This design comes from an exercise in tuning for small area, a short achievable clock period and few clock cycles on the open sky130 flow, not from production work.
At most, simulation tests tie the RTL to the original design; equivalence was not proved.
Power and IR drop assume default switching activity.

// bayer_unpack
module bayer_unpack (
    input  wire        clk,
    input  wire        rst,             
    input  wire        start,
    input  wire [11:0] cfg_width,
    input  wire [11:0] cfg_height,
    input  wire [31:0] cfg_mode,
    input  wire [15:0] cfg_stride,
    input  wire [31:0] cfg_src_len,
    output wire [1:0]  state,
    output wire [3:0]  err,
    output wire [3:0]  errfield,
    output wire [12:0] row,
    output wire [31:0] fault_addr,
    output wire        src_req,
    output wire [31:0] src_addr,
    input  wire        src_gnt,
    input  wire        src_rvalid,
    input  wire [7:0]  src_rdata,
    output wire        dst_we,
    output wire [25:0] dst_addr,
    output wire [7:0]  dst_wdata,
    input  wire        dst_ready
);
clock: 8.0 ns
lec_check: 0
cap_margin: 20
core_margin: 2
core_utilization: 55
cts_buf_list: sky130_fd_sc_hd__clkbuf_8
cts_cluster_diameter: 60
cts_cluster_size: 14
setup_slack_margin: 4
slew_margin: 20
standard.sh (not shown) runs the stock make flow with config.mk's settings and CLKGATE_MAP_FILE= SYNTH_SCRIPT=/design/flow/synth_recipe.tcl, a recipe that flattens the netlist after the stock synthesis.
==> flow/flow/run.sh <==
#!/bin/bash
# The standard layout (standard.sh: the standard flow's synthesis and ORFS flow), with
# one change: the buffers that ORFS puts on every input and output port are
# made from the smallest buffer cell instead of the default choice.
set -e
export BUFFER_PORTS_ARGS="-buffer_cell sky130_fd_sc_hd__buf_1"
bash standard.sh > standard.log 2>&1
Then changed:
--- a/flow/design.v
+++ b/flow/design.v
@@ -165,45 +165,32 @@
     wire       w_pres  = ecnt[0] && (!w_isd || dcnt[0]);
     wire       w_acc   = w_pres && dst_ready;
     wire       pop_d   = w_acc && w_isd;
     wire       pop_e   = w_acc && (bin_q || hw);
     reg        s_rb, s_p, s_2p, s_pre, s_nsl, s_sl, s_nrb, s_swb, s_run;
     reg [3:0]  ph_n;
     reg        bp_en;
     reg        push_e;
-    function [5:0] runxop;
-        input       sec_i;
-        input [2:0] o_i;
-        input       hf_i, xc1_i, step2_i, pat01_i, cmp_i, p12_i;
-        reg         isem, lastp, fits, shr, dbl, m8;
-        reg   [5:0] st;
-        begin
-            isem  = sec_i | (o_i == 3'd0);
-            lastp = xc1_i & (hf_i | step2_i);
-            fits  = cmp_i & (p12_i ? !o_i[2] : (o_i[2:1] != 2'b11));
-            shr   = sec_i & !step2_i & !lastp & fits;
-            dbl   = lastp ? (step2_i & !pat01_i) : step2_i;
-            m8    = lastp ? sec_i : (sec_i & !shr);
-            case ({cmp_i, p12_i, dbl, m8})
-                4'b1000: st = 6'd10;   4'b1001: st = 6'd2;
-                4'b1010: st = 6'd20;   4'b1011: st = 6'd12;
-                4'b1100: st = 6'd12;   4'b1101: st = 6'd4;
-                4'b1110: st = 6'd24;   4'b1111: st = 6'd16;
-                4'b0000, 4'b0100: st = 6'd16;
-                4'b0001, 4'b0101: st = 6'd8;
-                4'b0010, 4'b0110: st = 6'd32;
-                default:          st = 6'd24;
-            endcase
-            runxop = isem ? st : 6'd8;
-        end
-    endfunction
-    reg  [5:0] xs_q;
-    wire [20:0] x_run = {15'd0, xs_q};
-    wire [4:0] wi0_lo = (p12_q ? 5'd4 : 5'd2) + ((bin_q && bdc) ? swb : 5'd0);
+    wire       use_dbl = last_pos ? (step2 && !pat01_q) : step2;
+    wire       minus8  = last_pos ? sec : (sec && !share);
+    reg  [5:0] stps;
+    always @(*) begin
+        case ({cmp_q, p12_q, use_dbl, minus8})
+            4'b1000: stps = 6'd10;   4'b1001: stps = 6'd2;
+            4'b1010: stps = 6'd20;   4'b1011: stps = 6'd12;
+            4'b1100: stps = 6'd12;   4'b1101: stps = 6'd4;
+            4'b1110: stps = 6'd24;   4'b1111: stps = 6'd16;
+            4'b0000, 4'b0100: stps = 6'd16;
+            4'b0001, 4'b0101: stps = 6'd8;
+            4'b0010, 4'b0110: stps = 6'd32;
+            default:          stps = 6'd24;
+        endcase
+    end
+    wire [20:0] x_run = isemit ? {15'd0, stps} : 21'd8;
     wire        pre_ok = bp[32];
     wire        t_2p  = s_2p & (pre_ok | !s_pre);
     wire        t_np  = s_pre & !pre_ok;
     wire [20:0] xop21 = ({21{s_rb}}  & {4'd0, rb_q}) |
                         ({21{s_p}}   & {2'd0, pitch}) |
                         ({21{t_2p}}  & {1'd0, pitch, 1'b0}) |
                         ({21{t_np}}  & {2'b11, ~pitch}) |
                         ({21{s_nrb}} & {4'hf, ~rb_q}) |
@@ -303,24 +290,16 @@
     wire [TD-1:0] t_last = tcnt & ~{1'b0, tcnt[TD-1:1]};
     wire [ED-1:0] e_free = ~ecnt & {ecnt[ED-2:0], 1'b1};
     wire [ED-1:0] e_last = ecnt & ~{1'b0, ecnt[ED-1:1]};
     wire row_end = (ph_q == PH_RUN && acc && isemit && last_pos) ||
                    (ph_q == PH_Z && push_e && xc_one);
     wire [31:0] sl_inc  = inc32({6'd0, sl_q[25:0]});    
     wire [31:0] row_inc = inc32({20'd0, row_q[12:1]});
     wire [31:0] xc_dec  = ~inc32({20'hfffff, ~xc});
-    wire [2:0] o_emit = o + xs_q[2:0];
-    wire [5:0] xs_adv = isemit ?
-        runxop(share, o_emit, step2 ? hf : ~hf, pair_done ? (xc == 12'd2) : xc_one,
-               step2_q, pat01_q, cmp_q, p12_q) :
-        runxop(1'b1, o, hf, xc_one, step2_q, pat01_q, cmp_q, p12_q);
-    wire [5:0] xs_row = runxop(1'b0, (ph_q == PH_WI0) ? wi0_lo[2:0] : bp_sum[2:0],
-                               ph_q == PH_RS, w_q == 12'd1, step2_q, pat01_q, cmp_q, p12_q);
-    wire [5:0] xs_n   = run_q ? (acc ? xs_adv : xs_q) : xs_row;
     integer i;
     always @(posedge clk) begin
         if (rst) begin
             st_q   <= ST_IDLE;
             err_q  <= 2'd0;
             ef_q   <= 2'd0;
             row_q  <= 13'd0;
             rq_v   <= 1'b0;
@@ -370,29 +349,29 @@
                      (ph_n == PH_T1 && !bin_q);
             s_2p  <= (ph_n == PH_PRE) || (ph_n == PH_T1 && bin_q);
             s_pre <= (ph_n == PH_PRE);
             s_nsl <= 1'b0;
             s_sl  <= (ph_n == PH_FLT2);
             s_nrb <= (ph_n == PH_FLT) || (ph_n == PH_T2);
             s_swb <= (ph_n == PH_RS);
             s_run <= (ph_n == PH_RUN);
-            xs_q  <= xs_n;
             if (ph_q == PH_PI) rb_q <= rb_c[16:0];
             if (ph_q == PH_PRE && !pre_end && pre_ok)
                 row_q <= {row_inc[11:0], 1'b0};
             if (ph_q == PH_FB && pre_ok)
                 row_q <= {row_q[12:1], 1'b1};
             if ((ph_q == PH_FLT2 && bp[32]) || ph_q == PH_FLT3) begin
                 if (ph_q == PH_FLT3) sl_q <= bp[31:3];
                 st_q  <= ST_FAIL;
                 err_q <= 2'd3;
             end
             if (ph_q == PH_WI0) begin
-                bp <= {23'd0, 5'b10000, wi0_lo};
+                bp <= 33'd512 + (p12_q ? 33'd4 : 33'd2) +
+                      ((bin_q && bdc) ? {28'd0, swb} : 33'd0);
                 sl_q  <= 29'd0;
                 row_q <= 13'd0;
             end
             if (ph_q == PH_WI0 || ph_q == PH_T1 || ph_q == PH_T2) begin
                 xc  <= w_q;
                 xc_one <= (w_q == 12'd1);
                 sec <= 1'b0;
                 hf  <= 1'b0;
Result: Total power drops by 0.99%; critical path depth rises by 6; area after synthesis goes down by 2.5%; sequential power shrinks by about 2%; cell area shrinks by 1.1%; die area came out lower by 2.5%; non-clock buffer count came out higher by 21; core utilization went up by 0.13 points; global-route usage goes down by 0.90 points; via count went down by about 2.2%.
Testbench counts after the change, summed over its fixed seeds: cycles 45,207.
Function not checked in the first run of this note: the RTL went through the layout flow alone.

[what the ideal ports hide]
In the flow no input, the clock included, has a driving cell. The finished layouts below were timed again as built, in two steps.
Step 1, drivers: a clkbuf_16 drives clk and a buf_2 each remaining input, both assumed.
Step 2, shift: input delay + t, output delay - t, t = (earliest + latest rising clock arrival at the registers) / 2. This alone moves slack from input paths to output paths.
a / b / c = no drivers / after step 1 / after step 2; a / b = the first two.
run	shift t [ns]	slack for setup (ns)	worst setup path at the end	worst data-port slew with drivers (ns)
the first run	0.651	4.167 / 4.167 / 3.554	input to register	0.05
the second run	0.624	4.160 / 4.134 / 3.705	input to register	0.04
After both steps every run listed still meets setup and hold. The setup slack of the first run, which loses most, moves by 0.000 ns with the drivers and by -0.613 ns with both steps.
